Background: an optimization exercise with open tools, aiming at small area, a short achievable clock period and few clock cycles per item. Do not read the settings as production practice. Function was checked by simulation only, so behaviour that the tests miss may differ from the original.

==> design/flow/design.v <==
module lzc32 (
    input  wire [31:0] x,
    output wire [5:0]  n
);
    wire [15:0] v1; wire [15:0] p1;           
    wire [7:0]  v2; wire [15:0] p2;           
    wire [3:0]  v3; wire [11:0] p3;           
    wire [1:0]  v4; wire [7:0]  p4;           
    genvar i;
    generate
        for (i = 0; i < 16; i = i + 1) begin : l1
            assign v1[i] = x[2*i+1] | x[2*i];
            assign p1[i] = ~x[2*i+1];
        end
        for (i = 0; i < 8; i = i + 1) begin : l2
            assign v2[i] = v1[2*i+1] | v1[2*i];
            assign p2[2*i+1:2*i] = v1[2*i+1] ? {1'b0, p1[2*i+1]} : {1'b1, p1[2*i]};
        end
        for (i = 0; i < 4; i = i + 1) begin : l3
            assign v3[i] = v2[2*i+1] | v2[2*i];
            assign p3[3*i+2:3*i] = v2[2*i+1] ? {1'b0, p2[4*i+3:4*i+2]} : {1'b1, p2[4*i+1:4*i]};
        end
        for (i = 0; i < 2; i = i + 1) begin : l4
            assign v4[i] = v3[2*i+1] | v3[2*i];
            assign p4[4*i+3:4*i] = v3[2*i+1] ? {1'b0, p3[6*i+5:6*i+3]} : {1'b1, p3[6*i+2:6*i]};
        end
    endgenerate
    wire [4:0] p5 = v4[1] ? {1'b0, p4[7:4]} : {1'b1, p4[3:0]};
    assign n = (v4[1] | v4[0]) ? {1'b0, p5} : 6'd32;
endmodule
module fp_add_core #(
    parameter FULLNORM = 0       
) (
    input  wire [31:0] a,
    input  wire [31:0] b,
    output wire        sgn,      
    output wire [10:0] e_r,      
    output wire [23:0] m_r,      
    output wire [10:0] e_n,      
    output wire [23:0] m_n,      
    output wire        r_n,      
    output wire        ovf,      
    output wire        zero,     
    output wire        zsgn,     
    output wire        is_nan,
    output wire        is_inf,   
    output wire        inf_sgn
);
    wire        sa = a[31];
    wire        sb = b[31];
    wire [7:0]  ea = a[30:23];
    wire [7:0]  eb = b[30:23];
    wire [22:0] fa = a[22:0];
    wire [22:0] fb = b[22:0];
    wire a_max = &ea;
    wire b_max = &eb;
    wire a_nan = a_max & (|fa);
    wire b_nan = b_max & (|fb);
    wire a_inf = a_max & ~(|fa);
    wire b_inf = b_max & ~(|fb);
    assign is_nan  = a_nan | b_nan | (a_inf & b_inf & (sa ^ sb));
    assign is_inf  = a_inf | b_inf;
    assign inf_sgn = a_inf ? sa : sb;
    wire        ha  = |ea;
    wire        hb  = |eb;
    wire [7:0]  eae = {ea[7:1], ea[0] | ~ha};
    wire [7:0]  ebe = {eb[7:1], eb[0] | ~hb};
    wire [8:0]  dab = {1'b0, eae} - {1'b0, ebe};
    wire [8:0]  dba = {1'b0, ebe} - {1'b0, eae};
    wire        big_ab = (dab[7:0] > 8'd26);
    wire        big_ba = (dba[7:0] > 8'd26);
    wire        swap = (a[30:0] < b[30:0]);
    wire        eff_sub = sa ^ sb;
    wire        sL   = swap ? sb : sa;
    wire [7:0]  eL   = swap ? ebe : eae;
    wire [23:0] mL   = swap ? {hb, fb} : {ha, fa};
    wire [23:0] mS   = swap ? {ha, fa} : {hb, fb};
    wire [4:0]  dd   = swap ? (big_ba ? 5'd26 : dba[4:0]) : (big_ab ? 5'd26 : dab[4:0]);
    wire [49:0] shx = {mS, 26'd0} >> dd;
    wire [23:0] lmask;
    genvar j;
    generate for (j = 0; j < 24; j = j + 1) begin : g_mask
        assign lmask[j] = (dd > j + 2);
    end endgenerate
    wire        stk = |(mS & lmask);
    wire [26:0] aligned = {shx[49:24], stk};
    wire [26:0] mLx = {mL, 3'b000};
    wire [27:0] sum = {1'b0, mLx} + ({1'b0, aligned} ^ {28{eff_sub}}) + {27'd0, eff_sub};
    wire [26:0] s0  = sum[26:0];
    wire        cy  = sum[27] & ~eff_sub;
    wire [26:0] stop;
    generate
        if (FULLNORM) begin : g_full
            assign stop = 27'd0;
        end else begin : g_clamp
            for (j = 0; j < 27; j = j + 1) begin : g_stop
                assign stop[j] = (eL == 8'd27 - j);
            end
        end
    endgenerate
    wire [5:0]  lz;
    lzc32 u_lzc (.x({s0 | stop, 5'b11111}), .n(lz));
    wire [4:0]  sh  = lz[4:0];
    wire [26:0] sl  = s0 << sh;
    wire [26:0] s   = cy ? {sum[27:2], sum[1] | sum[0]} : sl;
    wire [10:0] e   = cy ? {3'b000, eL} + 11'd1 : {3'b000, eL} - {6'd0, sh};
    wire [23:0] mant  = s[26:3];
    wire        guard = s[2];
    wire        rest  = s[1] | s[0];
    wire        rup   = guard & (rest | mant[0]);
    wire        rcy   = rup & (&mant);
    wire [23:0] minc  = mant + {23'd0, rup};
    assign m_r  = rcy ? 24'h800000 : minc;
    assign e_n  = e;
    assign m_n  = mant;
    assign r_n  = rup;
    assign e_r  = e + {10'd0, rcy};
    wire        e254 = cy ? (eL == 8'd253) : ((eL == 8'd254) & (sh == 5'd0));
    assign ovf  = (cy & (eL == 8'd254)) | (e254 & rcy);
    assign sgn  = sL;
    assign zero = ~(|sum);
    assign zsgn = sL & ~eff_sub;
endmodule
module fp_add (
    input  wire [31:0] a,
    input  wire [31:0] b,
    output reg  [31:0] y
);
    wire        sgn, ovf, zero, zsgn, is_nan, is_inf, inf_sgn;
    wire [10:0] e_r;
    wire [23:0] m_r;
    fp_add_core #(.FULLNORM(0)) u (
        .a(a), .b(b), .sgn(sgn), .e_r(e_r), .m_r(m_r), .ovf(ovf), .zero(zero), .zsgn(zsgn),
        .is_nan(is_nan), .is_inf(is_inf), .inf_sgn(inf_sgn));
    wire [7:0] e_field = m_r[23] ? e_r[7:0] : 8'd0;
    always @* begin
        if (is_nan)
            y = 32'h7fc00000;
        else if (is_inf)
            y = {inf_sgn, 8'hff, 23'd0};
        else if (zero)
            y = {zsgn, 31'd0};
        else if (ovf)
            y = {sgn, 8'hff, 23'd0};
        else
            y = {sgn, e_field, m_r[22:0]};
    end
endmodule
module fp_add_n (
    input  wire [31:0] a,
    input  wire [31:0] b,
    output wire        n_sgn,
    output wire [10:0] n_exp,
    output wire [23:0] n_sig,
    output wire        n_rup,
    output wire        n_zero,
    output wire        n_inf,
    output wire        n_nan
);
    wire        sgn, ovf, zero, zsgn, is_nan, is_inf, inf_sgn;
    wire [10:0] e_r, e_n;
    wire [23:0] m_r, m_n;
    wire        r_n;
    fp_add_core #(.FULLNORM(1)) u (
        .a(a), .b(b), .sgn(sgn), .e_r(e_r), .m_r(m_r), .e_n(e_n), .m_n(m_n), .r_n(r_n),
        .ovf(ovf), .zero(zero), .zsgn(zsgn),
        .is_nan(is_nan), .is_inf(is_inf), .inf_sgn(inf_sgn));
    assign n_nan  = is_nan;
    assign n_inf  = ~is_nan & (is_inf | (~zero & ovf));
    assign n_zero = ~is_nan & ~is_inf & zero;
    assign n_sgn  = is_inf ? inf_sgn : zero ? zsgn : sgn;
    assign n_exp  = e_n;
    assign n_sig  = m_n;
    assign n_rup  = r_n;
endmodule
module mul24cs (
    input  wire [23:0] a,
    input  wire [23:0] b,
    input  wire        r,
    output wire [47:0] s,
    output wire [47:0] c
);
    wire [27:0] ae = {3'b000, a, 1'b0};
    wire [23:0] ra = a & {24{r}};
    wire [12:0] neg, nneg, one, two;
    genvar i;
    generate for (i = 0; i < 13; i = i + 1) begin : g_booth
        wire [2:0] dg = ae[2*i+2:2*i];
        assign neg[i]  = dg[2] & ~(dg[1] & dg[0]);
        assign nneg[i] = ~neg[i];
        assign one[i]  = dg[1] ^ dg[0];
        assign two[i]  = (dg == 3'b011) | (dg == 3'b100);
    end endgenerate
    wire [24:0] pp0 = (({25{one[0]}} & {1'b0, b}) | ({25{two[0]}} & {b, 1'b0})) ^ {25{neg[0]}};
    wire [24:0] pp1 = (({25{one[1]}} & {1'b0, b}) | ({25{two[1]}} & {b, 1'b0})) ^ {25{neg[1]}};
    wire [24:0] pp2 = (({25{one[2]}} & {1'b0, b}) | ({25{two[2]}} & {b, 1'b0})) ^ {25{neg[2]}};
    wire [24:0] pp3 = (({25{one[3]}} & {1'b0, b}) | ({25{two[3]}} & {b, 1'b0})) ^ {25{neg[3]}};
    wire [24:0] pp4 = (({25{one[4]}} & {1'b0, b}) | ({25{two[4]}} & {b, 1'b0})) ^ {25{neg[4]}};
    wire [24:0] pp5 = (({25{one[5]}} & {1'b0, b}) | ({25{two[5]}} & {b, 1'b0})) ^ {25{neg[5]}};
    wire [24:0] pp6 = (({25{one[6]}} & {1'b0, b}) | ({25{two[6]}} & {b, 1'b0})) ^ {25{neg[6]}};
    wire [24:0] pp7 = (({25{one[7]}} & {1'b0, b}) | ({25{two[7]}} & {b, 1'b0})) ^ {25{neg[7]}};
    wire [24:0] pp8 = (({25{one[8]}} & {1'b0, b}) | ({25{two[8]}} & {b, 1'b0})) ^ {25{neg[8]}};
    wire [24:0] pp9 = (({25{one[9]}} & {1'b0, b}) | ({25{two[9]}} & {b, 1'b0})) ^ {25{neg[9]}};
    wire [24:0] pp10 = (({25{one[10]}} & {1'b0, b}) | ({25{two[10]}} & {b, 1'b0})) ^ {25{neg[10]}};
    wire [24:0] pp11 = (({25{one[11]}} & {1'b0, b}) | ({25{two[11]}} & {b, 1'b0})) ^ {25{neg[11]}};
    wire [24:0] pp12 = (({25{one[12]}} & {1'b0, b}) | ({25{two[12]}} & {b, 1'b0})) ^ {25{neg[12]}};
  wire hs0, hc0; assign {hc0, hs0} = pp0[22] + pp1[20];
  wire hs1, hc1; assign {hc1, hs1} = pp0[23] + pp1[21];
  wire fs2, fc2; assign {fc2, fs2} = pp0[24] + pp1[22] + pp2[20];
  wire hs3, hc3; assign {hc3, hs3} = neg[0] + pp1[23];
  wire fs4, fc4; assign {fc4, fs4} = nneg[0] + pp1[24] + pp2[22];
  wire hs5, hc5; assign {hc5, hs5} = neg[1] + pp2[23];
  wire hs6, hc6; assign {hc6, hs6} = pp0[14] + pp1[12];
  wire hs7, hc7; assign {hc7, hs7} = pp0[15] + pp1[13];
  wire fs8, fc8; assign {fc8, fs8} = pp0[16] + pp1[14] + pp2[12];
  wire hs9, hc9; assign {hc9, hs9} = pp3[10] + pp4[8];
  wire fs10, fc10; assign {fc10, fs10} = pp0[17] + pp1[15] + pp2[13];
  wire hs11, hc11; assign {hc11, hs11} = pp3[11] + pp4[9];
  wire fs12, fc12; assign {fc12, fs12} = pp0[18] + pp1[16] + pp2[14];
  wire fs13, fc13; assign {fc13, fs13} = pp3[12] + pp4[10] + pp5[8];
  wire hs14, hc14; assign {hc14, hs14} = pp6[6] + pp7[4];
  wire fs15, fc15; assign {fc15, fs15} = pp0[19] + pp1[17] + pp2[15];
  wire fs16, fc16; assign {fc16, fs16} = pp3[13] + pp4[11] + pp5[9];
  wire hs17, hc17; assign {hc17, hs17} = pp6[7] + pp7[5];
  wire fs18, fc18; assign {fc18, fs18} = pp0[20] + pp1[18] + pp2[16];
  wire fs19, fc19; assign {fc19, fs19} = pp3[14] + pp4[12] + pp5[10];
  wire fs20, fc20; assign {fc20, fs20} = pp6[8] + pp7[6] + pp8[4];
  wire hs21, hc21; assign {hc21, hs21} = pp9[2] + pp10[0];
  wire fs22, fc22; assign {fc22, fs22} = pp0[21] + pp1[19] + pp2[17];
  wire fs23, fc23; assign {fc23, fs23} = pp3[15] + pp4[13] + pp5[11];
  wire fs24, fc24; assign {fc24, fs24} = pp6[9] + pp7[7] + pp8[5];
  wire hs25, hc25; assign {hc25, hs25} = pp9[3] + pp10[1];
  wire fs26, fc26; assign {fc26, fs26} = pp2[18] + pp3[16] + pp4[14];
  wire fs27, fc27; assign {fc27, fs27} = pp5[12] + pp6[10] + pp7[8];
  wire fs28, fc28; assign {fc28, fs28} = pp8[6] + pp9[4] + pp10[2];
  wire fs29, fc29; assign {fc29, fs29} = pp11[0] + neg[11] + ra[22];
  wire fs30, fc30; assign {fc30, fs30} = pp2[19] + pp3[17] + pp4[15];
  wire fs31, fc31; assign {fc31, fs31} = pp5[13] + pp6[11] + pp7[9];
  wire fs32, fc32; assign {fc32, fs32} = pp8[7] + pp9[5] + pp10[3];
  wire fs33, fc33; assign {fc33, fs33} = pp11[1] + ra[23] + hs1;
  wire fs34, fc34; assign {fc34, fs34} = pp3[18] + pp4[16] + pp5[14];
  wire fs35, fc35; assign {fc35, fs35} = pp6[12] + pp7[10] + pp8[8];
  wire fs36, fc36; assign {fc36, fs36} = pp9[6] + pp10[4] + pp11[2];
  wire fs37, fc37; assign {fc37, fs37} = pp12[0] + neg[12] + fs2;
  wire fs38, fc38; assign {fc38, fs38} = pp2[21] + pp3[19] + pp4[17];
  wire fs39, fc39; assign {fc39, fs39} = pp5[15] + pp6[13] + pp7[11];
  wire fs40, fc40; assign {fc40, fs40} = pp8[9] + pp9[7] + pp10[5];
  wire fs41, fc41; assign {fc41, fs41} = pp11[3] + pp12[1] + hs3;
  wire fs42, fc42; assign {fc42, fs42} = pp3[20] + pp4[18] + pp5[16];
  wire fs43, fc43; assign {fc43, fs43} = pp6[14] + pp7[12] + pp8[10];
  wire fs44, fc44; assign {fc44, fs44} = pp9[8] + pp10[6] + pp11[4];
  wire fs45, fc45; assign {fc45, fs45} = pp12[2] + 1'b1 + fs4;
  wire fs46, fc46; assign {fc46, fs46} = pp3[21] + pp4[19] + pp5[17];
  wire fs47, fc47; assign {fc47, fs47} = pp6[15] + pp7[13] + pp8[11];
  wire fs48, fc48; assign {fc48, fs48} = pp9[9] + pp10[7] + pp11[5];
  wire fs49, fc49; assign {fc49, fs49} = pp12[3] + 1'b1 + hs5;
  wire fs50, fc50; assign {fc50, fs50} = nneg[1] + pp2[24] + pp3[22];
  wire fs51, fc51; assign {fc51, fs51} = pp4[20] + pp5[18] + pp6[16];
  wire fs52, fc52; assign {fc52, fs52} = pp7[14] + pp8[12] + pp9[10];
  wire fs53, fc53; assign {fc53, fs53} = pp10[8] + pp11[6] + pp12[4];
  wire fs54, fc54; assign {fc54, fs54} = neg[2] + pp3[23] + pp4[21];
  wire fs55, fc55; assign {fc55, fs55} = pp5[19] + pp6[17] + pp7[15];
  wire fs56, fc56; assign {fc56, fs56} = pp8[13] + pp9[11] + pp10[9];
  wire hs57, hc57; assign {hc57, hs57} = pp11[7] + pp12[5];
  wire fs58, fc58; assign {fc58, fs58} = nneg[2] + pp3[24] + pp4[22];
  wire fs59, fc59; assign {fc59, fs59} = pp5[20] + pp6[18] + pp7[16];
  wire fs60, fc60; assign {fc60, fs60} = pp8[14] + pp9[12] + pp10[10];
  wire fs61, fc61; assign {fc61, fs61} = neg[3] + pp4[23] + pp5[21];
  wire fs62, fc62; assign {fc62, fs62} = pp6[19] + pp7[17] + pp8[15];
  wire hs63, hc63; assign {hc63, hs63} = pp9[13] + pp10[11];
  wire fs64, fc64; assign {fc64, fs64} = nneg[3] + pp4[24] + pp5[22];
  wire fs65, fc65; assign {fc65, fs65} = pp6[20] + pp7[18] + pp8[16];
  wire fs66, fc66; assign {fc66, fs66} = neg[4] + pp5[23] + pp6[21];
  wire hs67, hc67; assign {hc67, hs67} = pp7[19] + pp8[17];
  wire fs68, fc68; assign {fc68, fs68} = nneg[4] + pp5[24] + pp6[22];
  wire hs69, hc69; assign {hc69, hs69} = neg[5] + pp6[23];
  wire hs70, hc70; assign {hc70, hs70} = pp0[8] + pp1[6];
  wire hs71, hc71; assign {hc71, hs71} = pp0[9] + pp1[7];
  wire fs72, fc72; assign {fc72, fs72} = pp0[10] + pp1[8] + pp2[6];
  wire hs73, hc73; assign {hc73, hs73} = pp3[4] + pp4[2];
  wire fs74, fc74; assign {fc74, fs74} = pp0[11] + pp1[9] + pp2[7];
  wire hs75, hc75; assign {hc75, hs75} = pp3[5] + pp4[3];
  wire fs76, fc76; assign {fc76, fs76} = pp0[12] + pp1[10] + pp2[8];
  wire fs77, fc77; assign {fc77, fs77} = pp3[6] + pp4[4] + pp5[2];
  wire hs78, hc78; assign {hc78, hs78} = pp6[0] + neg[6];
  wire fs79, fc79; assign {fc79, fs79} = pp0[13] + pp1[11] + pp2[9];
  wire fs80, fc80; assign {fc80, fs80} = pp3[7] + pp4[5] + pp5[3];
  wire hs81, hc81; assign {hc81, hs81} = pp6[1] + ra[13];
  wire fs82, fc82; assign {fc82, fs82} = pp2[10] + pp3[8] + pp4[6];
  wire fs83, fc83; assign {fc83, fs83} = pp5[4] + pp6[2] + pp7[0];
  wire fs84, fc84; assign {fc84, fs84} = neg[7] + ra[14] + hs6;
  wire fs85, fc85; assign {fc85, fs85} = pp2[11] + pp3[9] + pp4[7];
  wire fs86, fc86; assign {fc86, fs86} = pp5[5] + pp6[3] + pp7[1];
  wire fs87, fc87; assign {fc87, fs87} = ra[15] + hs7 + hc6;
  wire fs88, fc88; assign {fc88, fs88} = pp5[6] + pp6[4] + pp7[2];
  wire fs89, fc89; assign {fc89, fs89} = pp8[0] + neg[8] + ra[16];
  wire fs90, fc90; assign {fc90, fs90} = fs8 + hs9 + hc7;
  wire fs91, fc91; assign {fc91, fs91} = pp5[7] + pp6[5] + pp7[3];
  wire fs92, fc92; assign {fc92, fs92} = pp8[1] + ra[17] + fs10;
  wire fs93, fc93; assign {fc93, fs93} = hs11 + fc8 + hc9;
  wire fs94, fc94; assign {fc94, fs94} = pp8[2] + pp9[0] + neg[9];
  wire fs95, fc95; assign {fc95, fs95} = ra[18] + fs12 + fs13;
  wire fs96, fc96; assign {fc96, fs96} = hs14 + fc10 + hc11;
  wire fs97, fc97; assign {fc97, fs97} = pp8[3] + pp9[1] + ra[19];
  wire fs98, fc98; assign {fc98, fs98} = fs15 + fs16 + hs17;
  wire fs99, fc99; assign {fc99, fs99} = fc12 + fc13 + hc14;
  wire fs100, fc100; assign {fc100, fs100} = neg[10] + ra[20] + fs18;
  wire fs101, fc101; assign {fc101, fs101} = fs19 + fs20 + hs21;
  wire fs102, fc102; assign {fc102, fs102} = fc15 + fc16 + hc17;
  wire fs103, fc103; assign {fc103, fs103} = ra[21] + fs22 + fs23;
  wire fs104, fc104; assign {fc104, fs104} = fs24 + hs25 + fc18;
  wire fs105, fc105; assign {fc105, fs105} = fc19 + fc20 + hc21;
  wire fs106, fc106; assign {fc106, fs106} = hs0 + fs26 + fs27;
  wire fs107, fc107; assign {fc107, fs107} = fs28 + fs29 + fc22;
  wire fs108, fc108; assign {fc108, fs108} = fc23 + fc24 + hc25;
  wire fs109, fc109; assign {fc109, fs109} = hc0 + fs30 + fs31;
  wire fs110, fc110; assign {fc110, fs110} = fs32 + fs33 + fc26;
  wire fs111, fc111; assign {fc111, fs111} = fc27 + fc28 + fc29;
  wire fs112, fc112; assign {fc112, fs112} = hc1 + fs34 + fs35;
  wire fs113, fc113; assign {fc113, fs113} = fs36 + fs37 + fc30;
  wire fs114, fc114; assign {fc114, fs114} = fc31 + fc32 + fc33;
  wire fs115, fc115; assign {fc115, fs115} = fc2 + fs38 + fs39;
  wire fs116, fc116; assign {fc116, fs116} = fs40 + fs41 + fc34;
  wire fs117, fc117; assign {fc117, fs117} = fc35 + fc36 + fc37;
  wire fs118, fc118; assign {fc118, fs118} = hc3 + fs42 + fs43;
  wire fs119, fc119; assign {fc119, fs119} = fs44 + fs45 + fc38;
  wire fs120, fc120; assign {fc120, fs120} = fc39 + fc40 + fc41;
  wire fs121, fc121; assign {fc121, fs121} = fc4 + fs46 + fs47;
  wire fs122, fc122; assign {fc122, fs122} = fs48 + fs49 + fc42;
  wire fs123, fc123; assign {fc123, fs123} = fc43 + fc44 + fc45;
  wire fs124, fc124; assign {fc124, fs124} = hc5 + fs50 + fs51;
  wire fs125, fc125; assign {fc125, fs125} = fs52 + fs53 + fc46;
  wire fs126, fc126; assign {fc126, fs126} = fc47 + fc48 + fc49;
  wire fs127, fc127; assign {fc127, fs127} = 1'b1 + fs54 + fs55;
  wire fs128, fc128; assign {fc128, fs128} = fs56 + hs57 + fc50;
  wire fs129, fc129; assign {fc129, fs129} = fc51 + fc52 + fc53;
  wire fs130, fc130; assign {fc130, fs130} = pp11[8] + pp12[6] + fs58;
  wire fs131, fc131; assign {fc131, fs131} = fs59 + fs60 + fc54;
  wire fs132, fc132; assign {fc132, fs132} = fc55 + fc56 + hc57;
  wire fs133, fc133; assign {fc133, fs133} = pp11[9] + pp12[7] + 1'b1;
  wire fs134, fc134; assign {fc134, fs134} = fs61 + fs62 + hs63;
  wire fs135, fc135; assign {fc135, fs135} = fc58 + fc59 + fc60;
  wire fs136, fc136; assign {fc136, fs136} = pp9[14] + pp10[12] + pp11[10];
  wire fs137, fc137; assign {fc137, fs137} = pp12[8] + fs64 + fs65;
  wire fs138, fc138; assign {fc138, fs138} = fc61 + fc62 + hc63;
  wire fs139, fc139; assign {fc139, fs139} = pp9[15] + pp10[13] + pp11[11];
  wire fs140, fc140; assign {fc140, fs140} = pp12[9] + 1'b1 + fs66;
  wire fs141, fc141; assign {fc141, fs141} = hs67 + fc64 + fc65;
  wire fs142, fc142; assign {fc142, fs142} = pp7[20] + pp8[18] + pp9[16];
  wire fs143, fc143; assign {fc143, fs143} = pp10[14] + pp11[12] + pp12[10];
  wire fs144, fc144; assign {fc144, fs144} = fs68 + fc66 + hc67;
  wire fs145, fc145; assign {fc145, fs145} = pp7[21] + pp8[19] + pp9[17];
  wire fs146, fc146; assign {fc146, fs146} = pp10[15] + pp11[13] + pp12[11];
  wire fs147, fc147; assign {fc147, fs147} = 1'b1 + hs69 + fc68;
  wire fs148, fc148; assign {fc148, fs148} = nneg[5] + pp6[24] + pp7[22];
  wire fs149, fc149; assign {fc149, fs149} = pp8[20] + pp9[18] + pp10[16];
  wire fs150, fc150; assign {fc150, fs150} = pp11[14] + pp12[12] + hc69;
  wire fs151, fc151; assign {fc151, fs151} = neg[6] + pp7[23] + pp8[21];
  wire fs152, fc152; assign {fc152, fs152} = pp9[19] + pp10[17] + pp11[15];
  wire hs153, hc153; assign {hc153, hs153} = pp12[13] + 1'b1;
  wire fs154, fc154; assign {fc154, fs154} = nneg[6] + pp7[24] + pp8[22];
  wire fs155, fc155; assign {fc155, fs155} = pp9[20] + pp10[18] + pp11[16];
  wire fs156, fc156; assign {fc156, fs156} = neg[7] + pp8[23] + pp9[21];
  wire hs157, hc157; assign {hc157, hs157} = pp10[19] + pp11[17];
  wire fs158, fc158; assign {fc158, fs158} = nneg[7] + pp8[24] + pp9[22];
  wire hs159, hc159; assign {hc159, hs159} = neg[8] + pp9[23];
  wire hs160, hc160; assign {hc160, hs160} = pp0[4] + pp1[2];
  wire hs161, hc161; assign {hc161, hs161} = pp0[5] + pp1[3];
  wire fs162, fc162; assign {fc162, fs162} = pp0[6] + pp1[4] + pp2[2];
  wire hs163, hc163; assign {hc163, hs163} = pp3[0] + neg[3];
  wire fs164, fc164; assign {fc164, fs164} = pp0[7] + pp1[5] + pp2[3];
  wire hs165, hc165; assign {hc165, hs165} = pp3[1] + ra[7];
  wire fs166, fc166; assign {fc166, fs166} = pp2[4] + pp3[2] + pp4[0];
  wire fs167, fc167; assign {fc167, fs167} = neg[4] + ra[8] + hs70;
  wire fs168, fc168; assign {fc168, fs168} = pp2[5] + pp3[3] + pp4[1];
  wire fs169, fc169; assign {fc169, fs169} = ra[9] + hs71 + hc70;
  wire fs170, fc170; assign {fc170, fs170} = pp5[0] + neg[5] + ra[10];
  wire fs171, fc171; assign {fc171, fs171} = fs72 + hs73 + hc71;
  wire fs172, fc172; assign {fc172, fs172} = pp5[1] + ra[11] + fs74;
  wire fs173, fc173; assign {fc173, fs173} = hs75 + fc72 + hc73;
  wire fs174, fc174; assign {fc174, fs174} = ra[12] + fs76 + fs77;
  wire fs175, fc175; assign {fc175, fs175} = hs78 + fc74 + hc75;
  wire fs176, fc176; assign {fc176, fs176} = fs79 + fs80 + hs81;
  wire fs177, fc177; assign {fc177, fs177} = fc76 + fc77 + hc78;
  wire fs178, fc178; assign {fc178, fs178} = fs82 + fs83 + fs84;
  wire fs179, fc179; assign {fc179, fs179} = fc79 + fc80 + hc81;
  wire fs180, fc180; assign {fc180, fs180} = fs85 + fs86 + fs87;
  wire fs181, fc181; assign {fc181, fs181} = fc82 + fc83 + fc84;
  wire fs182, fc182; assign {fc182, fs182} = fs88 + fs89 + fs90;
  wire fs183, fc183; assign {fc183, fs183} = fc85 + fc86 + fc87;
  wire fs184, fc184; assign {fc184, fs184} = fs91 + fs92 + fs93;
  wire fs185, fc185; assign {fc185, fs185} = fc88 + fc89 + fc90;
  wire fs186, fc186; assign {fc186, fs186} = fs94 + fs95 + fs96;
  wire fs187, fc187; assign {fc187, fs187} = fc91 + fc92 + fc93;
  wire fs188, fc188; assign {fc188, fs188} = fs97 + fs98 + fs99;
  wire fs189, fc189; assign {fc189, fs189} = fc94 + fc95 + fc96;
  wire fs190, fc190; assign {fc190, fs190} = fs100 + fs101 + fs102;
  wire fs191, fc191; assign {fc191, fs191} = fc97 + fc98 + fc99;
  wire fs192, fc192; assign {fc192, fs192} = fs103 + fs104 + fs105;
  wire fs193, fc193; assign {fc193, fs193} = fc100 + fc101 + fc102;
  wire fs194, fc194; assign {fc194, fs194} = fs106 + fs107 + fs108;
  wire fs195, fc195; assign {fc195, fs195} = fc103 + fc104 + fc105;
  wire fs196, fc196; assign {fc196, fs196} = fs109 + fs110 + fs111;
  wire fs197, fc197; assign {fc197, fs197} = fc106 + fc107 + fc108;
  wire fs198, fc198; assign {fc198, fs198} = fs112 + fs113 + fs114;
  wire fs199, fc199; assign {fc199, fs199} = fc109 + fc110 + fc111;
  wire fs200, fc200; assign {fc200, fs200} = fs115 + fs116 + fs117;
  wire fs201, fc201; assign {fc201, fs201} = fc112 + fc113 + fc114;
  wire fs202, fc202; assign {fc202, fs202} = fs118 + fs119 + fs120;
  wire fs203, fc203; assign {fc203, fs203} = fc115 + fc116 + fc117;
  wire fs204, fc204; assign {fc204, fs204} = fs121 + fs122 + fs123;
  wire fs205, fc205; assign {fc205, fs205} = fc118 + fc119 + fc120;
  wire fs206, fc206; assign {fc206, fs206} = fs124 + fs125 + fs126;
  wire fs207, fc207; assign {fc207, fs207} = fc121 + fc122 + fc123;
  wire fs208, fc208; assign {fc208, fs208} = fs127 + fs128 + fs129;
  wire fs209, fc209; assign {fc209, fs209} = fc124 + fc125 + fc126;
  wire fs210, fc210; assign {fc210, fs210} = fs130 + fs131 + fs132;
  wire fs211, fc211; assign {fc211, fs211} = fc127 + fc128 + fc129;
  wire fs212, fc212; assign {fc212, fs212} = fs133 + fs134 + fs135;
  wire fs213, fc213; assign {fc213, fs213} = fc130 + fc131 + fc132;
  wire fs214, fc214; assign {fc214, fs214} = fs136 + fs137 + fs138;
  wire fs215, fc215; assign {fc215, fs215} = fc133 + fc134 + fc135;
  wire fs216, fc216; assign {fc216, fs216} = fs139 + fs140 + fs141;
  wire fs217, fc217; assign {fc217, fs217} = fc136 + fc137 + fc138;
  wire fs218, fc218; assign {fc218, fs218} = fs142 + fs143 + fs144;
  wire fs219, fc219; assign {fc219, fs219} = fc139 + fc140 + fc141;
  wire fs220, fc220; assign {fc220, fs220} = fs145 + fs146 + fs147;
  wire fs221, fc221; assign {fc221, fs221} = fc142 + fc143 + fc144;
  wire fs222, fc222; assign {fc222, fs222} = fs148 + fs149 + fs150;
  wire fs223, fc223; assign {fc223, fs223} = fc145 + fc146 + fc147;
  wire fs224, fc224; assign {fc224, fs224} = fs151 + fs152 + hs153;
  wire fs225, fc225; assign {fc225, fs225} = fc148 + fc149 + fc150;
  wire fs226, fc226; assign {fc226, fs226} = pp12[14] + fs154 + fs155;
  wire fs227, fc227; assign {fc227, fs227} = fc151 + fc152 + hc153;
  wire fs228, fc228; assign {fc228, fs228} = pp12[15] + 1'b1 + fs156;
  wire fs229, fc229; assign {fc229, fs229} = hs157 + fc154 + fc155;
  wire fs230, fc230; assign {fc230, fs230} = pp10[20] + pp11[18] + pp12[16];
  wire fs231, fc231; assign {fc231, fs231} = fs158 + fc156 + hc157;
  wire fs232, fc232; assign {fc232, fs232} = pp10[21] + pp11[19] + pp12[17];
  wire fs233, fc233; assign {fc233, fs233} = 1'b1 + hs159 + fc158;
  wire fs234, fc234; assign {fc234, fs234} = nneg[8] + pp9[24] + pp10[22];
  wire fs235, fc235; assign {fc235, fs235} = pp11[20] + pp12[18] + hc159;
  wire fs236, fc236; assign {fc236, fs236} = neg[9] + pp10[23] + pp11[21];
  wire hs237, hc237; assign {hc237, hs237} = pp12[19] + 1'b1;
  wire fs238, fc238; assign {fc238, fs238} = nneg[9] + pp10[24] + pp11[22];
  wire hs239, hc239; assign {hc239, hs239} = neg[10] + pp11[23];
  wire hs240, hc240; assign {hc240, hs240} = pp0[2] + pp1[0];
  wire hs241, hc241; assign {hc241, hs241} = pp0[3] + pp1[1];
  wire fs242, fc242; assign {fc242, fs242} = pp2[0] + neg[2] + ra[4];
  wire fs243, fc243; assign {fc243, fs243} = pp2[1] + ra[5] + hs161;
  wire fs244, fc244; assign {fc244, fs244} = ra[6] + fs162 + hs163;
  wire fs245, fc245; assign {fc245, fs245} = fs164 + hs165 + fc162;
  wire fs246, fc246; assign {fc246, fs246} = fs166 + fs167 + fc164;
  wire fs247, fc247; assign {fc247, fs247} = fs168 + fs169 + fc166;
  wire fs248, fc248; assign {fc248, fs248} = fs170 + fs171 + fc168;
  wire fs249, fc249; assign {fc249, fs249} = fs172 + fs173 + fc170;
  wire fs250, fc250; assign {fc250, fs250} = fs174 + fs175 + fc172;
  wire fs251, fc251; assign {fc251, fs251} = fs176 + fs177 + fc174;
  wire fs252, fc252; assign {fc252, fs252} = fs178 + fs179 + fc176;
  wire fs253, fc253; assign {fc253, fs253} = fs180 + fs181 + fc178;
  wire fs254, fc254; assign {fc254, fs254} = fs182 + fs183 + fc180;
  wire fs255, fc255; assign {fc255, fs255} = fs184 + fs185 + fc182;
  wire fs256, fc256; assign {fc256, fs256} = fs186 + fs187 + fc184;
  wire fs257, fc257; assign {fc257, fs257} = fs188 + fs189 + fc186;
  wire fs258, fc258; assign {fc258, fs258} = fs190 + fs191 + fc188;
  wire fs259, fc259; assign {fc259, fs259} = fs192 + fs193 + fc190;
  wire fs260, fc260; assign {fc260, fs260} = fs194 + fs195 + fc192;
  wire fs261, fc261; assign {fc261, fs261} = fs196 + fs197 + fc194;
  wire fs262, fc262; assign {fc262, fs262} = fs198 + fs199 + fc196;
  wire fs263, fc263; assign {fc263, fs263} = fs200 + fs201 + fc198;
  wire fs264, fc264; assign {fc264, fs264} = fs202 + fs203 + fc200;
  wire fs265, fc265; assign {fc265, fs265} = fs204 + fs205 + fc202;
  wire fs266, fc266; assign {fc266, fs266} = fs206 + fs207 + fc204;
  wire fs267, fc267; assign {fc267, fs267} = fs208 + fs209 + fc206;
  wire fs268, fc268; assign {fc268, fs268} = fs210 + fs211 + fc208;
  wire fs269, fc269; assign {fc269, fs269} = fs212 + fs213 + fc210;
  wire fs270, fc270; assign {fc270, fs270} = fs214 + fs215 + fc212;
  wire fs271, fc271; assign {fc271, fs271} = fs216 + fs217 + fc214;
  wire fs272, fc272; assign {fc272, fs272} = fs218 + fs219 + fc216;
  wire fs273, fc273; assign {fc273, fs273} = fs220 + fs221 + fc218;
  wire fs274, fc274; assign {fc274, fs274} = fs222 + fs223 + fc220;
  wire fs275, fc275; assign {fc275, fs275} = fs224 + fs225 + fc222;
  wire fs276, fc276; assign {fc276, fs276} = fs226 + fs227 + fc224;
  wire fs277, fc277; assign {fc277, fs277} = fs228 + fs229 + fc226;
  wire fs278, fc278; assign {fc278, fs278} = fs230 + fs231 + fc228;
  wire fs279, fc279; assign {fc279, fs279} = fs232 + fs233 + fc230;
  wire fs280, fc280; assign {fc280, fs280} = fs234 + fs235 + fc232;
  wire fs281, fc281; assign {fc281, fs281} = fs236 + hs237 + fc234;
  wire fs282, fc282; assign {fc282, fs282} = pp12[20] + fs238 + fc236;
  wire fs283, fc283; assign {fc283, fs283} = pp12[21] + 1'b1 + hs239;
  wire fs284, fc284; assign {fc284, fs284} = nneg[10] + pp11[24] + pp12[22];
  wire hs285, hc285; assign {hc285, hs285} = neg[11] + pp12[23];
  wire hs286, hc286; assign {hc286, hs286} = pp0[0] + neg[0];
  wire hs287, hc287; assign {hc287, hs287} = pp0[1] + ra[1];
  wire fs288, fc288; assign {fc288, fs288} = neg[1] + ra[2] + hs240;
  wire fs289, fc289; assign {fc289, fs289} = ra[3] + hs241 + hc240;
  wire fs290, fc290; assign {fc290, fs290} = hs160 + fs242 + hc241;
  wire fs291, fc291; assign {fc291, fs291} = hc160 + fs243 + fc242;
  wire fs292, fc292; assign {fc292, fs292} = hc161 + fs244 + fc243;
  wire fs293, fc293; assign {fc293, fs293} = hc163 + fs245 + fc244;
  wire fs294, fc294; assign {fc294, fs294} = hc165 + fs246 + fc245;
  wire fs295, fc295; assign {fc295, fs295} = fc167 + fs247 + fc246;
  wire fs296, fc296; assign {fc296, fs296} = fc169 + fs248 + fc247;
  wire fs297, fc297; assign {fc297, fs297} = fc171 + fs249 + fc248;
  wire fs298, fc298; assign {fc298, fs298} = fc173 + fs250 + fc249;
  wire fs299, fc299; assign {fc299, fs299} = fc175 + fs251 + fc250;
  wire fs300, fc300; assign {fc300, fs300} = fc177 + fs252 + fc251;
  wire fs301, fc301; assign {fc301, fs301} = fc179 + fs253 + fc252;
  wire fs302, fc302; assign {fc302, fs302} = fc181 + fs254 + fc253;
  wire fs303, fc303; assign {fc303, fs303} = fc183 + fs255 + fc254;
  wire fs304, fc304; assign {fc304, fs304} = fc185 + fs256 + fc255;
  wire fs305, fc305; assign {fc305, fs305} = fc187 + fs257 + fc256;
  wire fs306, fc306; assign {fc306, fs306} = fc189 + fs258 + fc257;
  wire fs307, fc307; assign {fc307, fs307} = fc191 + fs259 + fc258;
  wire fs308, fc308; assign {fc308, fs308} = fc193 + fs260 + fc259;
  wire fs309, fc309; assign {fc309, fs309} = fc195 + fs261 + fc260;
  wire fs310, fc310; assign {fc310, fs310} = fc197 + fs262 + fc261;
  wire fs311, fc311; assign {fc311, fs311} = fc199 + fs263 + fc262;
  wire fs312, fc312; assign {fc312, fs312} = fc201 + fs264 + fc263;
  wire fs313, fc313; assign {fc313, fs313} = fc203 + fs265 + fc264;
  wire fs314, fc314; assign {fc314, fs314} = fc205 + fs266 + fc265;
  wire fs315, fc315; assign {fc315, fs315} = fc207 + fs267 + fc266;
  wire fs316, fc316; assign {fc316, fs316} = fc209 + fs268 + fc267;
  wire fs317, fc317; assign {fc317, fs317} = fc211 + fs269 + fc268;
  wire fs318, fc318; assign {fc318, fs318} = fc213 + fs270 + fc269;
  wire fs319, fc319; assign {fc319, fs319} = fc215 + fs271 + fc270;
  wire fs320, fc320; assign {fc320, fs320} = fc217 + fs272 + fc271;
  wire fs321, fc321; assign {fc321, fs321} = fc219 + fs273 + fc272;
  wire fs322, fc322; assign {fc322, fs322} = fc221 + fs274 + fc273;
  wire fs323, fc323; assign {fc323, fs323} = fc223 + fs275 + fc274;
  wire fs324, fc324; assign {fc324, fs324} = fc225 + fs276 + fc275;
  wire fs325, fc325; assign {fc325, fs325} = fc227 + fs277 + fc276;
  wire fs326, fc326; assign {fc326, fs326} = fc229 + fs278 + fc277;
  wire fs327, fc327; assign {fc327, fs327} = fc231 + fs279 + fc278;
  wire fs328, fc328; assign {fc328, fs328} = fc233 + fs280 + fc279;
  wire fs329, fc329; assign {fc329, fs329} = fc235 + fs281 + fc280;
  wire fs330, fc330; assign {fc330, fs330} = hc237 + fs282 + fc281;
  wire fs331, fc331; assign {fc331, fs331} = fc238 + fs283 + fc282;
  wire fs332, fc332; assign {fc332, fs332} = hc239 + fs284 + fc283;
  wire fs333, fc333; assign {fc333, fs333} = 1'b1 + hs285 + fc284;
    assign s = {fs333, fs332, fs331, fs330, fs329, fs328, fs327, fs326, fs325, fs324, fs323, fs322, fs321, fs320, fs319, fs318, fs317, fs316, fs315, fs314, fs313, fs312, fs311, fs310, fs309, fs308, fs307, fs306, fs305, fs304, fs303, fs302, fs301, fs300, fs299, fs298, fs297, fs296, fs295, fs294, fs293, fs292, fs291, fs290, fs289, fs288, hs287, ra[0]};
    assign c = {fc332, fc331, fc330, fc329, fc328, fc327, fc326, fc325, fc324, fc323, fc322, fc321, fc320, fc319, fc318, fc317, fc316, fc315, fc314, fc313, fc312, fc311, fc310, fc309, fc308, fc307, fc306, fc305, fc304, fc303, fc302, fc301, fc300, fc299, fc298, fc297, fc296, fc295, fc294, fc293, fc292, fc291, fc290, fc289, fc288, hc287, hc286, hs286};
endmodule
module fp_mul_round (
    input  wire [47:0] ps,
    input  wire [47:0] pc,
    input  wire [10:0] e_pre,
    input  wire        sgn,
    input  wire        t_nan,
    input  wire        t_inf,
    input  wire        t_zero,
    output reg  [31:0] y
);
    wire [47:0] p  = ps + pc;
    wire        stlo = |((ps[21:0] ^ pc[21:0]) ^ {ps[20:0] | pc[20:0], 1'b0});
    wire        hi = p[47];
    wire [23:0] mant  = hi ? p[47:24] : p[46:23];
    wire        guard = hi ? p[23] : p[22];
    wire        st    = hi ? (p[22] | stlo) : stlo;
    wire        rup   = guard & (st | mant[0]);
    wire        rcy   = rup & (&mant);
    wire [23:0] minc  = mant + {23'd0, rup};
    wire [23:0] m_r   = rcy ? 24'h800000 : minc;
    wire [10:0] e0 = e_pre;
    wire [10:0] e1 = e_pre + 11'd1;
    wire [10:0] e2 = e_pre + 11'd2;
    wire [1:0]  inc = {1'b0, hi} + {1'b0, rcy};
    wire [10:0] e_r = inc[1] ? e2 : inc[0] ? e1 : e0;
    wire        o0 = ~e0[10] & (e0 >= 11'd255);
    wire        o1 = ~e0[10] & (e0 >= 11'd254);
    wire        o2 = ~e0[10] & (e0 >= 11'd253);
    wire        ovf = inc[1] ? o2 : inc[0] ? o1 : o0;
    wire [7:0]  e_field = m_r[23] ? e_r[7:0] : 8'd0;
    always @* begin
        if (t_nan)
            y = 32'h7fc00000;
        else if (t_inf)
            y = {sgn, 8'hff, 23'd0};
        else if (t_zero)
            y = {sgn, 31'd0};
        else if (ovf)
            y = {sgn, 8'hff, 23'd0};
        else
            y = {sgn, e_field, m_r[22:0]};
    end
endmodule
module fp_mul_denorm (
    input  wire [47:0] ps,
    input  wire [47:0] pc,
    input  wire [10:0] e_pre,
    output wire [47:0] q,
    output wire [10:0] e_q
);
    wire [47:0] p    = ps + pc;
    wire        stlo = |((ps[21:0] ^ pc[21:0]) ^ {ps[20:0] | pc[20:0], 1'b0});
    wire [26:0] w    = {p[47:22], stlo};
    wire [10:0] k    = 11'd1 - e_pre;             
    wire        s16  = (k >= 11'd16);
    wire        s4   = ~s16 & (k >= 11'd4);
    wire [26:0] w1   = s16 ? {16'd0, w[26:17], w[16] | (|w[15:0])} :
                       s4  ? {4'd0, w[26:5], w[4] | (|w[3:0])} :
                             {1'd0, w[26:2], w[1] | w[0]};
    assign q   = {w1, 21'd0};
    assign e_q = e_pre + (s16 ? 11'd16 : s4 ? 11'd4 : 11'd1);
endmodule
module meteor_flt (
    input  wire        clk,
    input  wire        rst,           
    input  wire        load,
    input  wire [31:0] load_coef,
    input  wire        in_valid,
    output wire        in_ready,
    input  wire [31:0] in_re,
    input  wire [31:0] in_im,
    output reg         out_valid,
    input  wire        out_ready,
    output wire [31:0] out_re,
    output wire [31:0] out_im
);
    reg        sA, sB, sC;
    reg        ld;                    
    reg [31:0] x_im;                  
    reg [31:0] acc_re, acc_im;
    reg [31:0] s1_x, s1_a;
    reg        c_sgn, c_zero, c_inf, c_nan;
    reg [10:0] c_exp;
    reg [22:0] c_frac;
    reg [47:0] p_s, p_c;
    reg [10:0] p_exp;
    reg        p_sgn, p_nan, p_inf, p_zero;
    reg        p_sub;                 
    wire stall = (sB || sC) && p_sub;
    wire adv = !(out_valid && !out_ready);
    wire go  = adv && !stall;
    assign in_ready = !sA && !ld && go;
    wire take_smp = in_ready && in_valid && !load;
    wire take_ld  = in_ready && load;
    assign out_re = acc_re;
    assign out_im = acc_im;
    wire        d_sgn, d_zero, d_inf, d_nan;
    wire [10:0] d_exp;
    wire [23:0] d_sig;
    wire        d_rup;
    fp_add_n u_sub (
        .a(s1_x), .b({~s1_a[31], s1_a[30:0]}),
        .n_sgn(d_sgn), .n_exp(d_exp), .n_sig(d_sig), .n_rup(d_rup),
        .n_zero(d_zero), .n_inf(d_inf), .n_nan(d_nan));
    wire [47:0] m_s, m_c;
    mul24cs u_mul (.a({1'b1, c_frac}), .b(d_sig), .r(d_rup), .s(m_s), .c(m_c));
    wire t_nan  = c_nan | d_nan | (c_zero & d_inf) | (c_inf & d_zero);
    wire t_inf  = c_inf | d_inf;
    wire t_zero = c_zero | d_zero;
    wire [10:0] t_exp = c_exp + d_exp - 11'd127;
    wire        t_low = t_exp[10] || t_exp == 11'd0;
    wire        t_uf  = t_exp[10] && (t_exp < 11'h7e7);         
    wire        t_sub = !t_nan && !t_inf && !t_zero && t_low && !t_uf;
    wire [31:0] s2_a = sC ? acc_im : acc_re;
    wire [31:0] t;
    fp_mul_round u_rnd (
        .ps(p_s), .pc(p_c), .e_pre(p_exp), .sgn(p_sgn),
        .t_nan(p_nan), .t_inf(p_inf), .t_zero(p_zero), .y(t));
    wire [47:0] q;
    wire [10:0] e_q;
    fp_mul_denorm u_dn (.ps(p_s), .pc(p_c), .e_pre(p_exp), .q(q), .e_q(e_q));
    wire [31:0] sum;
    fp_add u_add (.a(s2_a), .b(t), .y(sum));
    wire [7:0]  lc_e = s1_x[30:23];
    wire [22:0] lc_f = s1_x[22:0];
    wire [5:0]  lc_lz;
    lzc32 u_clz (.x({lc_f, 9'h1ff}), .n(lc_lz));
    wire        lc_sub = (lc_e == 8'd0);
    wire [22:0] lc_fn  = lc_sub ? (lc_f << (lc_lz[4:0] + 5'd1)) : lc_f;
    wire [10:0] lc_en  = lc_sub ? (11'd0 - {6'd0, lc_lz[4:0]}) : {3'd0, lc_e};
    always @(posedge clk) begin
        if (rst) begin
            sA        <= 1'b0;
            sB        <= 1'b0;
            sC        <= 1'b0;
            p_sub     <= 1'b0;
            ld        <= 1'b0;
            out_valid <= 1'b0;
            acc_re    <= 32'd0;
            acc_im    <= 32'd0;
            c_sgn     <= 1'b0;
            c_zero    <= 1'b1;
            c_inf     <= 1'b0;
            c_nan     <= 1'b0;
            c_exp     <= 11'd0;
            c_frac    <= 23'd0;
        end else begin
            if (take_smp) begin
                s1_x <= in_re;
                x_im <= in_im;
            end else if (take_ld) begin
                s1_x <= load_coef;
            end else if (go && sA) begin
                s1_x <= x_im;
            end
            if (go)
                s1_a <= (take_smp ? sB : sC) ? sum : take_smp ? acc_re : acc_im;
            if (take_ld)
                ld <= 1'b1;
            if (adv && stall) begin
                if (out_ready)
                    out_valid <= 1'b0;
                p_s   <= q;
                p_c   <= 48'd0;
                p_exp <= e_q;
                p_sub <= (e_q != 11'd1);
            end
            if (go) begin
                sA <= take_smp;
                sB <= sA;
                sC <= sB;
                out_valid <= sC;
                p_s    <= m_s;
                p_c    <= m_c;
                p_exp  <= t_exp;
                p_sgn  <= c_sgn ^ d_sgn;
                p_nan  <= t_nan;
                p_inf  <= t_inf;
                p_zero <= t_zero | t_uf;
                p_sub  <= t_sub;
                if (sB)
                    acc_re <= sum;
                if (sC)
                    acc_im <= sum;
                if (ld && !sB && !sC) begin
                    ld     <= 1'b0;
                    acc_re <= 32'd0;
                    acc_im <= 32'd0;
                    c_sgn  <= s1_x[31];
                    c_zero <= (s1_x[30:0] == 31'd0);
                    c_inf  <= (lc_e == 8'hff) && (lc_f == 23'd0);
                    c_nan  <= (lc_e == 8'hff) && (lc_f != 23'd0);
                    c_exp  <= lc_en;
                    c_frac <= lc_fn;
                end
            end
        end
    end
endmodule
==> design/flow/run.sh <==
#!/bin/bash
# synth_recipe.tcl (not shown) runs the flow's synth.tcl, then flattens the netlist and writes it again
# the make line also repeats each setting of config.mk as NAME=value (left out here)
make -C /OpenROAD-flow-scripts/flow DESIGN_CONFIG=/design/flow/config.mk WORK_HOME=/design/flow/orfs CLKGATE_MAP_FILE= SYNTH_SCRIPT=/design/flow/synth_recipe.tcl finish
==> design/flow/config.mk <==
export PLATFORM = sky130hd
export DESIGN_NAME = meteor_flt
export DESIGN_NICKNAME = meteor_flt
export VERILOG_FILES = /design/flow/design.v
export SDC_FILE = /design/flow/constraint.sdc
export NUM_CORES = 4
export LEC_CHECK = 0
export ABC_AREA = 1
export CAP_MARGIN = 10
export CORE_MARGIN = 2
export CORE_UTILIZATION = 40
export SETUP_SLACK_MARGIN = 5
export SLEW_MARGIN = 10
==> design/flow/constraint.sdc <==
create_clock -name core_clock -period 18.0 [get_ports {clk}]
set_input_delay 3.6000 -clock core_clock [delete_from_list [all_inputs] [get_ports {clk}]]
set_output_delay 3.6000 -clock core_clock [all_outputs]
set_load 0.01 [all_outputs]
==> reports/results.ini, run 1 <==
[grt]
grt_start_max_net_pins = 109
grt_pass1_wl_mm = 324
antenna_found_initial = 1
grt_pass1_vias = 54200
grt.total_usage_pct = 31.3
grt_overflow_total = 0

[synthesis]
ys_seq_elements = 313
yosysTopAreaCell = nand2_1
async_flop_share_pct = 0
syn_avg_cell_area_sq_um = 6.58
syn-num-nets = 8608
synthCells = 7899
ys_warn_count = 3
yosys-top-cells-area = nand2_1 (13%), edfxtp_1 (12%), fa_1 (11%)
ys_seq_area_share_pct = 16.0
synth_area_sq_um = 52000
synth-edff-count = 207
yosys.area.top_type_share_pct = 13.4
yosysUniqueCellTypes = 77
synthFlopType = edfxtp_1

[layout]
fin_util_pct = 49.1
multi_input_area_sq_um = 41600
layout_commonest_cell = nand2_1
most-common-layout-cells = nand2_1 (1639), inv_1 (1097), nand3_1 (569)
fillers = 13000
drive_above_1_share_pct = 17.3
num_antenna_cells = 0
area.sequential_sq_um = 8340
syn_to_final_growth_pct = 22.2
fin_nets = 8899
stdcell_count = 9960
final_area_sq_um = 63500

[cts]
htree_levels = 2
clk_latency_ns = 0.62
cts_made_buffers = 38
cts_tree = built
clk_path_buf_depth = 3
clock_sinks = 313
cts_root_buf = clkbuf_16
clkSlewWorstSetupHoldPaths_ns = 0.07

[timing]
clock_skew_ns = 0.0328
hold_violations = 0
relSlewSlack_pct = 18.2
max_freq_mhz = 76.6
layout_min_cycle_time_ns = 13.05
setup_viol = 0
post-route-period-util_pct = 72.5
slew_viol_final = 0
tightest_slew_ns = 1.23
fin_tns_setup_ns = 0
rsz0062_at_grt = yes
post-route-worst-setup-slack_ns = 4.95

[setup_path]
crit_path_frequent_cell = nand2_1
critPathCaptureType = register
critPathRequiredTime_ns = 18.36
crit_arrival_ns = 13.41
worst_path_max_delay_cell = ha_2
critPathLaunchType = register
critical_path_class = register to register
slowest_delay_ns = 0.44
critPathMaxFanout = 9

[placed_design]
io_buffers = 166
place_congestion = 1.00
dp_hpwl_mm = 159
dp.cells = 9559
dp_slack_ns = 1.60
post_dp_cell_area_sq_um = 55200

[floorplanning]
fp.dieH_um = 365
die_area_sq_um = 133000
core_area_sq_um = 129000
die_w_um = 365
num_io_pins = 167
num_rows = 132
initial_core_util_pct = 40.2

[routing]
first_pass_iters = 9
detail_route.wl_per_cell_um = 21.9
ant_nets = 0
totalWireLength_mm = 218
post-route-drc-count = 0
vias = 57700
drt_iter0_markers = 6896
via_per_inst = 5.79

[run]
max-cap-violations = 0

[hold_path]
hold_class = register to register

[outcome]
outcome = complete, no violations

cell type report:
| class | instances | share of cell area (%) |
|---|---|---|
| clock buffers | 49 | 1.66 |
| clock inverters | 19 | 0.481 |
| inverters | 1245 | 7.57 |
| multi-input cells | 6008 | 65.5 |
| flip-flops and latches | 313 | 13.1 |
| well taps | 1742 | 3.43 |
| repair buffers | 577 | 8.20 |
| repair inverters | 7 | 0.0768 |
cells by family after synthesis:
| group | Yosys count | synth area share (%) |
|---|---|---|
| XOR/XNOR | 470 | 7.93 |
| adder cells (fa/ha/maj) | 608 | 18.8 |
| AO/OA/AOI/OAI | 1427 | 16.0 |
| flip-flops | 313 | 16.0 |
| multiplexers | 33 | 0.635 |
| AND/OR/NAND/NOR | 3446 | 28.6 |
| buffers and inverters | 1602 | 12.0 |
state kept, by name, summed over array words and instances (netlist names), 9 cells and up:
name    flops
c_frac     23
s1_a       32
c_exp       9
acc_re     32
s1_x       32
x_im       32
p_s        48
p_c        48
p_exp      11
acc_im     32
layer usage:
layer	share of wire, %	vias up	GRT usage, %
li1	-	26500	-
met1	40	27200	41.0
met2	44	3248	50.2
met3	10	674	6.74
met4	5.1	0	12.4
met5	0	-	0
synthesized netlist by cell type, types with 65 or more instances:
master       n
inv_1     1152
dfxtp_1    106
fa_1       288
nor3_1      73
nor2_1     580
nand4_1     92
o22ai_1    301
a21oi_1    331
clkbuf_1   243
nand3_1    634
xor2_1     429
o21ai_0    472
ha_1       320
o211ai_1    65
nand2_1   1852
edfxtp_1   207
stage by stage:
| stage | hold WS, ns |
|---|---|
| after global routing | 0.511 |
| after floorplan | 0.445 |
| after detailed placement | 0.462 |
| after CTS | 0.473 |
| final | 0.471 |
| after global placement | 0.459 |
worst max-delay path: cells and delay by family, from the launching register on:
| kind | cells | cell delay [ns] |
|---|---|---|
| flip-flops | 1 | 0.42 |
| buffers and inverters | 15 | 1.94 |
| AND/OR/NAND/NOR | 55 | 6.05 |
| XOR/XNOR | 5 | 0.84 |
| adder cells (fa/ha/maj) | 6 | 1.57 |
| AO/OA/AOI/OAI | 11 | 1.93 |
timing repair:
item | CTS | global route
endpoints found under the setup margin | 196 | 161
pin swaps | 138 | 234
hold buffers | 0 | 0
gates cloned | 26 | 17
resized for setup | 461 | 582
buffers inserted | 131 | 158
hold endpoints to repair | 0 | 0
worst paths after layout:
| check | start | slack, ns | depth (start not counted) | to |
|---|---|---|---|---|
| hold / removal | c_exp[0] | 0.47 | 2 | c_exp[0] |
| setup reg to reg | p_c[34] | 4.95 | 92 | s1_a[30] |
| setup / recovery | p_c[34] | 4.95 | 92 | s1_a[30] |
| hold reg to reg | c_exp[0] | 0.47 | 2 | c_exp[0] |
Testbench counts, summed over its fixed seeds: cycles 8,224, items 4,096.
==> run 2: changes to the inputs <==
--- a/design/flow/config.mk
+++ b/design/flow/config.mk
@@ -6,8 +6,9 @@
 export NUM_CORES = 4
 export LEC_CHECK = 0
 export ABC_AREA = 1
-export CAP_MARGIN = 10
+export CAP_MARGIN = 20
 export CORE_MARGIN = 2
 export CORE_UTILIZATION = 40
-export SETUP_SLACK_MARGIN = 5
-export SLEW_MARGIN = 10
+export SETUP_SLACK_MARGIN = 4
+export SLEW_MARGIN = 20
+export TNS_END_PERCENT = 50
==> reports/results.ini, run 2 <==
[routing]
via_per_inst = 5.75  ; -0.67%
totalWireLength_mm = 213  ; -2.3%
vias = 56400  ; -2.2%
detail_route.wl_per_cell_um = 21.8  ; -0.79%
post-route-drc-count = 0  ; unchanged
first_pass_iters = 9  ; unchanged
ant_nets = 0  ; unchanged
drt_iter0_markers = 6441  ; -6.6%

[timing]
tightest_slew_ns = 1.17  ; -0.0532 ns
clock_skew_ns = 0.0348  ; +0.00206 ns
layout_min_cycle_time_ns = 13.47  ; +0.422 ns
setup_viol = 0  ; unchanged
slew_viol_final = 0  ; unchanged
post-route-period-util_pct = 74.8  ; +2.3 points
relSlewSlack_pct = 21.7  ; +3.5 points
hold_violations = 0  ; unchanged
fin_tns_setup_ns = 0  ; unchanged
max_freq_mhz = 74.2  ; -3.1%
rsz0062_at_grt = yes

[synthesis]
synth_area_sq_um = 52000  ; unchanged
syn-num-nets = 8608  ; unchanged
synthCells = 7899  ; unchanged
ys_seq_area_share_pct = 16.0  ; unchanged
async_flop_share_pct = 0  ; unchanged
yosysTopAreaCell = nand2_1
synthFlopType = edfxtp_1
synth-edff-count = 207  ; unchanged
syn_avg_cell_area_sq_um = 6.58  ; unchanged
yosys.area.top_type_share_pct = 13.4  ; unchanged
yosysUniqueCellTypes = 77  ; unchanged
ys_warn_count = 3  ; unchanged
yosys-top-cells-area = nand2_1 (13%), edfxtp_1 (12%), fa_1 (11%)
synth_most_common_cell = nand2_1
ys_seq_elements = 313  ; unchanged
ys_top_cells_by_count = nand2_1 (1852), inv_1 (1152), nand3_1 (634)

[placed_design]
dp_hpwl_mm = 159  ; unchanged
io_buffers = 166  ; unchanged
place_congestion = 1.00  ; unchanged

[cts]
cts_root_buf = clkbuf_16
cts_tree = built
clk_latency_ns = 0.62  ; about the same
clkSlewWorstSetupHoldPaths_ns = 0.07  ; about the same
cts_made_buffers = 38  ; unchanged
clk_path_buf_depth = 3  ; unchanged
htree_levels = 2  ; unchanged
clock_sinks = 313  ; unchanged

[setup_path]
slowest_delay_ns = 0.45  ; about the same
crit_arrival_ns = 13.83  ; +0.42 ns
critPathCaptureType = register
crit_family = simple AND/OR/NAND/NOR gates
crit_path_frequent_cell = nand2_1
worst_path_max_delay_cell = edfxtp_1
critPathRequiredTime_ns = 18.36  ; about the same
critPathMaxFanout = 8  ; -1
critPathBufInv = 11  ; -4
critPathLaunchType = register
critical_path_class = register to register
regToRegSetupSlack_ns = 4.53  ; -0.42 ns

[floorplanning]
initial_core_util_pct = 40.2  ; unchanged
num_io_pins = 167  ; unchanged
core_area_sq_um = 129000  ; unchanged
die_w_um = 365  ; unchanged
die_area_sq_um = 133000  ; unchanged
num_rows = 132  ; unchanged
fp.dieH_um = 365  ; unchanged

[layout]
most-common-layout-cells = nand2_1 (1722), inv_1 (1133), nand3_1 (596)
largestRegisters = p_c (48), p_s (48)
drive_above_1_share_pct = 12.2  ; -5.0 points
syn_to_final_growth_pct = 16.5
fillers = 13300  ; +2.5%
fin_nets = 8746  ; -1.7%
layout_commonest_cell = nand2_1

[grt]
grt_pass1_vias = 53000  ; -2.2%
use_met2_pct = 49.3  ; -0.85 points
busiest_layer = met2
antenna_found_initial = 2  ; +1
grt_pass1_wl_mm = 318  ; -1.9%
grt_overflow_total = 0  ; unchanged
use_met1_pct = 40.5  ; -0.43 points
grt.total_usage_pct = 30.7  ; -0.58 points
grt_start_max_net_pins = 109  ; unchanged
grt_util_met3_pct = 6.42  ; -0.32 points

[run]
max-cap-violations = 0  ; unchanged

[hold_path]
hold_class = register to register

[outcome]
outcome = complete, no violations

-- run 2: path summary, 6_finish.rpt --
path	startpoint	to	depth (start not counted)
max reg2reg	p_c[9]	s1_a[30]	96
min reg2reg	c_exp[0]	c_exp[0]	2
min	c_exp[0]	c_exp[0]	2
max	p_c[9]	s1_a[30]	96
-- run 2: layer usage --
metal	vias to the layer above	share of wire [%]	wire length, um
met4	2	4.6	9740
met1	26500	41	87100
met3	593	10	21700
li1	26200	-	-
met5	-	0.0052	11
met2	3099	44	94800
-- run 2: cell families (layout without fill, tap and decap cells) --
family / after synthesis / after routing / share of synthesized area (%)
buf+inv: 1602 / 1749 / 12.0
other cells: 0 / 1 / 0
mux: 33 / 33 / 0.635
simple gates: 3446 / 3464 / 28.6
flops: 313 / 313 / 16.0
compound gates: 1427 / 1428 / 16.0
xor+xnor: 470 / 470 / 7.93
fa+ha+maj: 608 / 608 / 18.8
-- run 2: layout make-up --
type | instances | area (sq um) | share of cell area [%]
tap | 1742 | 2180 | 3.60
clock inverter | 19 | 305 | 0.504
sequential | 313 | 8340 | 13.8
clock buffer | 49 | 1050 | 1.74
inverter | 1245 | 4760 | 7.86
timing repair inverter | 5 | 33.8 | 0.0558
multi-input combinational | 6003 | 40000 | 66.1
antenna | 1 | 2.50 | 0.00413
timing repair buffer | 431 | 3890 | 6.42
-- run 2: repair_timing --
action	in CTS	in global routing
gates cloned	16	11
pin swaps	27	126
buffers inserted	39	112
gates resized for setup	133	449
hold buffers	0	0
endpoints found under the setup margin	174	158
-- run 2: per-stage QoR --
step                      hold slack, ns  instances  util, %  worst slack (ns)  area, sq um
after detailed placement           0.462       9559     42.6              1.60        55200
after CTS                          0.473       9682     44.5              4.00        57600
after floorplan                    0.445       7899        -              5.78        52000
final                              0.473       9808     46.9              4.53        60600
after global routing               0.511       9807     46.8              3.75        60600
after global placement             0.459       9559     42.6              1.85        55200
-- run 2: worst min-delay path, stage by stage, from the launching register on --
cell and delay (ns):
dfxtp_1 0.32, nand2_1 0.06, a21oi_1 0.05

[separate check: timing with driven ports]
The results above use ideal ports. As a check the final layouts listed here were re-extracted and re-timed, cells and wires unchanged. Step 1: set_driving_cell puts a clkbuf_16 on clk and a buf_2 on each other input, an assumption about the parent block. Step 2 also shifts input and output timing later by t, the mid clock arrival at the registers, as if the neighbouring blocks saw the same clock. a / b / c = no drivers / after step 1 / after step 2; a / b = the first two.
run | t (ns) | setup slack, ns | worst setup path at the end | worst slew at a driven data input, ns | cell pins on the clock port's net
run 1 | 0.678 | 4.950 / 4.950 / 4.950 | register to register | 0.07 | 1
run 2 | 0.675 | 4.528 / 4.528 / 4.528 | register to register | 0.07 | 1
After both steps every run listed still meets setup and hold.
